From an optimization exercise on the open Yosys and OpenROAD flow, aimed at small area, a short achievable clock period and few clock cycles; shortcuts taken in it are not production practice.
Where RTL was checked, it was by simulation tests only, not by an equivalence proof against the original.
Power figures rest on the tool's default switching activity, not on a simulated workload.

## run 5
==> flow/design.v (excerpt) <==
module cmri_core (
    input  wire        clk,
    input  wire        rst,
    input  wire [6:0]  local_id,
    input  wire        rx_valid,
    input  wire [7:0]  rx_data,
    output wire        rx_ready,
    input  wire [63:0] in_lines,
    output wire        ev_valid,
    input  wire        ev_ready,
    output wire [2:0]  ev_kind,
    output wire [7:0]  ev_data,
    output wire        ev_bit,
    output wire [63:0] out_lines,
    output wire [15:0] cnt_bytes,
    output wire [15:0] cnt_frames_seen,
    output wire [15:0] cnt_frames_proc,
    output wire [15:0] cnt_errors
);
Size in the first run: roughly 850 flip-flops, roughly 0.040 mm2 of cells after synthesis.
==> flow/config.mk <==
export PLATFORM = sky130hd
export DESIGN_NAME = cmri_core
export DESIGN_NICKNAME = cmri_core
export VERILOG_FILES = /design/flow/design.v
export SDC_FILE = /design/flow/constraint.sdc
export NUM_CORES = 4
export LEC_CHECK = 0
export CAP_MARGIN = 20
export CORE_MARGIN = 2
export CORE_UTILIZATION = 55
export SETUP_SLACK_MARGIN = 4.5
export SLEW_MARGIN = 20
==> flow/constraint.sdc <==
create_clock -name core_clock -period 8.0 [get_ports {clk}]
set_input_delay 1.6000 -clock core_clock [delete_from_list [all_inputs] [get_ports {clk}]]
set_output_delay 1.6000 -clock core_clock [all_outputs]
set_load 0.01 [all_outputs]
standard.sh (not shown) runs the stock make flow with config.mk's settings and CLKGATE_MAP_FILE= SYNTH_SCRIPT=/design/flow/synth_recipe.tcl, a recipe that flattens the netlist after the stock synthesis.
==> flow/flow/run.sh <==
#!/bin/bash
# The standard layout, with plain buffers on the ports instead of the
# default delay-cell choice, and a clock tree without dummy loads.
set -euo pipefail
bash standard.sh finish 'BUFFER_PORTS_ARGS=-buffer_cell sky130_fd_sc_hd__buf_2' \
  'CTS_ARGS=-sink_clustering_enable -repair_clock_nets -dont_use_dummy_load' > make_finish.log 2>&1
Run 5 reached the final stage; the timing, design-rule and antenna checks on its layout passed.
Setup changes, run 5 to run 4
Settings: changing CORE_UTILIZATION from 55 to 40.
Findings:
Run 4 completed every stage of the flow, and the final layout passed the timing, design-rule and antenna checks. Run 4 can be clocked faster than run 5. Share of the clock period used by the worst path after layout for run 4 is lower than for run 5. Reported for run 5 and run 4, number of violations of the max-capacitance limit turned out identical to the last digit. Critical path depth: run 4 vs run 5 down 1.
No functional check of the RTL was part of any run of this note.

== run 1 ==
Another version of the RTL of cmri_core (not shown whole).
For scale: ~3100 cells after synthesis, roughly 850 flip-flops, about 230 I/O pins, ~40000 µm² of cells after synthesis.
export LEC_CHECK = 0
export CAP_MARGIN = 20
export CORE_MARGIN = 2
export CORE_UTILIZATION = 40
export SETUP_SLACK_MARGIN = 4.5
export SLEW_MARGIN = 20
create_clock -name core_clock -period 8.0 [get_ports {clk}]
Scripts as last shown in full above: flow/flow/run.sh
Testbench counts of run 1, summed over its fixed seeds: cycles 37,517.
[inputs] run 2 vs run 1
==> flow/flow/run.sh <==
#!/bin/bash
# The standard layout, with plain buffers on the ports instead of the
# default delay-cell choice, and a clock tree of clkbuf_8 cells without
# dummy loads.
set -euo pipefail
bash standard.sh finish 'BUFFER_PORTS_ARGS=-buffer_cell sky130_fd_sc_hd__buf_2' \
  'CTS_ARGS=-sink_clustering_enable -repair_clock_nets -dont_use_dummy_load -buf_list sky130_fd_sc_hd__clkbuf_8' > make_finish.log 2>&1
[summary]
Run 2 vs run 1 on utilization: run 2 is the lower one. Compared with run 1, in run 2 post-route met1 wirelength moved up, post-synthesis average cell area did not really move, setup slack of the critical path after layout fell by 0.050 ns, global-route wire length before repair saw an increase, fraction of area in multi-input gates rose by 0.26 points. Cmp run 1 and run 2 / relative max-transition margin / lower: run 1. Re total wire length: run 1 and run 2 aren't equal, and the lower value belongs to run 2.
Setup changes, run 2 to run 3
- SETUP_SLACK_MARGIN: 4.5 -> 4.6
==> flow/flow/run.sh <==
#!/bin/bash
# The standard layout, with plain buffers on the ports instead of the
# default delay-cell choice, and a clock tree without dummy loads.
set -euo pipefail
bash standard.sh finish 'BUFFER_PORTS_ARGS=-buffer_cell sky130_fd_sc_hd__buf_2' \
  'CTS_ARGS=-sink_clustering_enable -repair_clock_nets -dont_use_dummy_load' > make_finish.log 2>&1
Findings:
Summary of the comparison: worst setup slack is higher in run 3, relative to run 2.
Cmp run 2 and run 3 / via count of the first global-routing pass / higher: run 2
Measured against each other, run 2 and run 3 differ in biggest cell delay along the critical path, the lower figure coming from run 3.
Compared with run 2, in run 3 final total negative setup slack closely matched the old numbers, final standard cell area without fillers increased by 1.7% relative to the old numbers, combinational power increased by about 3% relative to the old numbers.
Compared with run 2, run 3 shows a routed length on met3 that is about 20% higher.
As of run 3, final layout net count had fallen slightly compared to run 2.

== run A ==
cmri_core, a different RTL version from the one above (not shown whole).
For scale: roughly 3,100 cells after synthesis, ~900 flip-flops, ~230 I/O pins.
==> flow/config.mk <==
export PLATFORM = sky130hd
export DESIGN_NAME = cmri_core
export DESIGN_NICKNAME = cmri_core
export VERILOG_FILES = /design/flow/design.v
export SDC_FILE = /design/flow/constraint.sdc
export NUM_CORES = 4
export LEC_CHECK = 0
export CAP_MARGIN = 20
export CORE_MARGIN = 2
export CORE_UTILIZATION = 40
export SETUP_SLACK_MARGIN = 4.5
export SLEW_MARGIN = 20
==> flow/constraint.sdc <==
create_clock -name core_clock -period 8.0 [get_ports {clk}]
set_input_delay 1.6000 -clock core_clock [delete_from_list [all_inputs] [get_ports {clk}]]
set_output_delay 1.6000 -clock core_clock [all_outputs]
set_load 0.01 [all_outputs]
==> flow/flow/run.sh <==
#!/bin/bash
# The standard layout, with plain buffers on the ports instead of the
# default delay-cell choice.
set -euo pipefail
bash standard.sh finish 'BUFFER_PORTS_ARGS=-buffer_cell sky130_fd_sc_hd__buf_2' > make_finish.log 2>&1
Testbench counts of run A, summed over its fixed seeds: cycles 40,267.
Input changes introduced in run B (baseline for comparison: run A):
==> flow/run.sh (new file) <==
#!/bin/bash
# synth_recipe.tcl (not shown) runs the flow's synth.tcl, then flattens the netlist and writes it again
# the make line also repeats each setting of config.mk as NAME=value (left out here)
make -C /OpenROAD-flow-scripts/flow DESIGN_CONFIG=/design/flow/config.mk WORK_HOME=/design/flow/orfs CLKGATE_MAP_FILE= SYNTH_SCRIPT=/design/flow/synth_recipe.tcl finish
-- flow/config.mk --
<<< run A, line 8
>>> run B, line 8
export ABC_CLOCK_PERIOD_IN_PS = 3000
removed: flow/flow/run.sh
removed: flow/standard.sh
### Flow results
Going from run A to run B, routed length on met2 grew by a few percent.
Run B has completed all stages; timing, DRC and antenna checks passed.
Delta (run B minus run A): area used by multi-input combinational logic went up 220 µm²; combinational cell fraction of total power rose by 1.3 points; fraction of met1 tracks used by global routing +1.5 points; share of the core filled with cells increased by 1.6 points relative to the old numbers; weighted congestion at the end of routability-driven global placement rose 1.2%.
For smallest hold slack, run B and run A come out practically identical.

-- separate check: timing with driven ports --
How much do the figures lean on ideal ports? The routed layouts below were timed once more, with nothing changed but the port constraints. Step 1, drivers: a clkbuf_16 drives clk and a buf_2 each remaining input, both assumed. Step 2 adds t to the input delays and takes it off the output delays; t is the mean of the earliest and latest rising clock arrival at the registers after step 1. Input paths then give back, and output paths get back, about the clock's delay inside the block. a / b / c = ideal ports / drivers / drivers and shift; a / b = the first two.
| run | t, ns | slack for setup (ns) | latest minus earliest clock arrival (ns) |
|---|---|---|---|
| run 5 | 0.703 | 4.336 / 4.359 / 3.656 | 0.093 / 0.092 |
| run 4 | 0.713 | 4.432 / 4.459 / 3.746 | 0.054 / 0.054 |
| run 1 | 0.714 | 4.569 / 4.569 / 4.002 | 0.088 / 0.088 |
| run 2 | 0.846 | 4.519 / 4.519 / 3.815 | 0.086 / 0.086 |
| run 3 | 0.707 | 4.575 / 4.575 / 4.068 | 0.083 / 0.082 |
| run A | 0.734 | 4.332 / 4.332 / 3.810 | 0.054 / 0.053 |
| run B | 0.744 | 4.510 / 4.464 / 3.785 | 0.057 / 0.057 |
After both steps every run listed still meets setup and hold. For run B, which loses most, drivers alone change the setup slack by -0.046 ns; drivers and shift together by -0.725 ns.
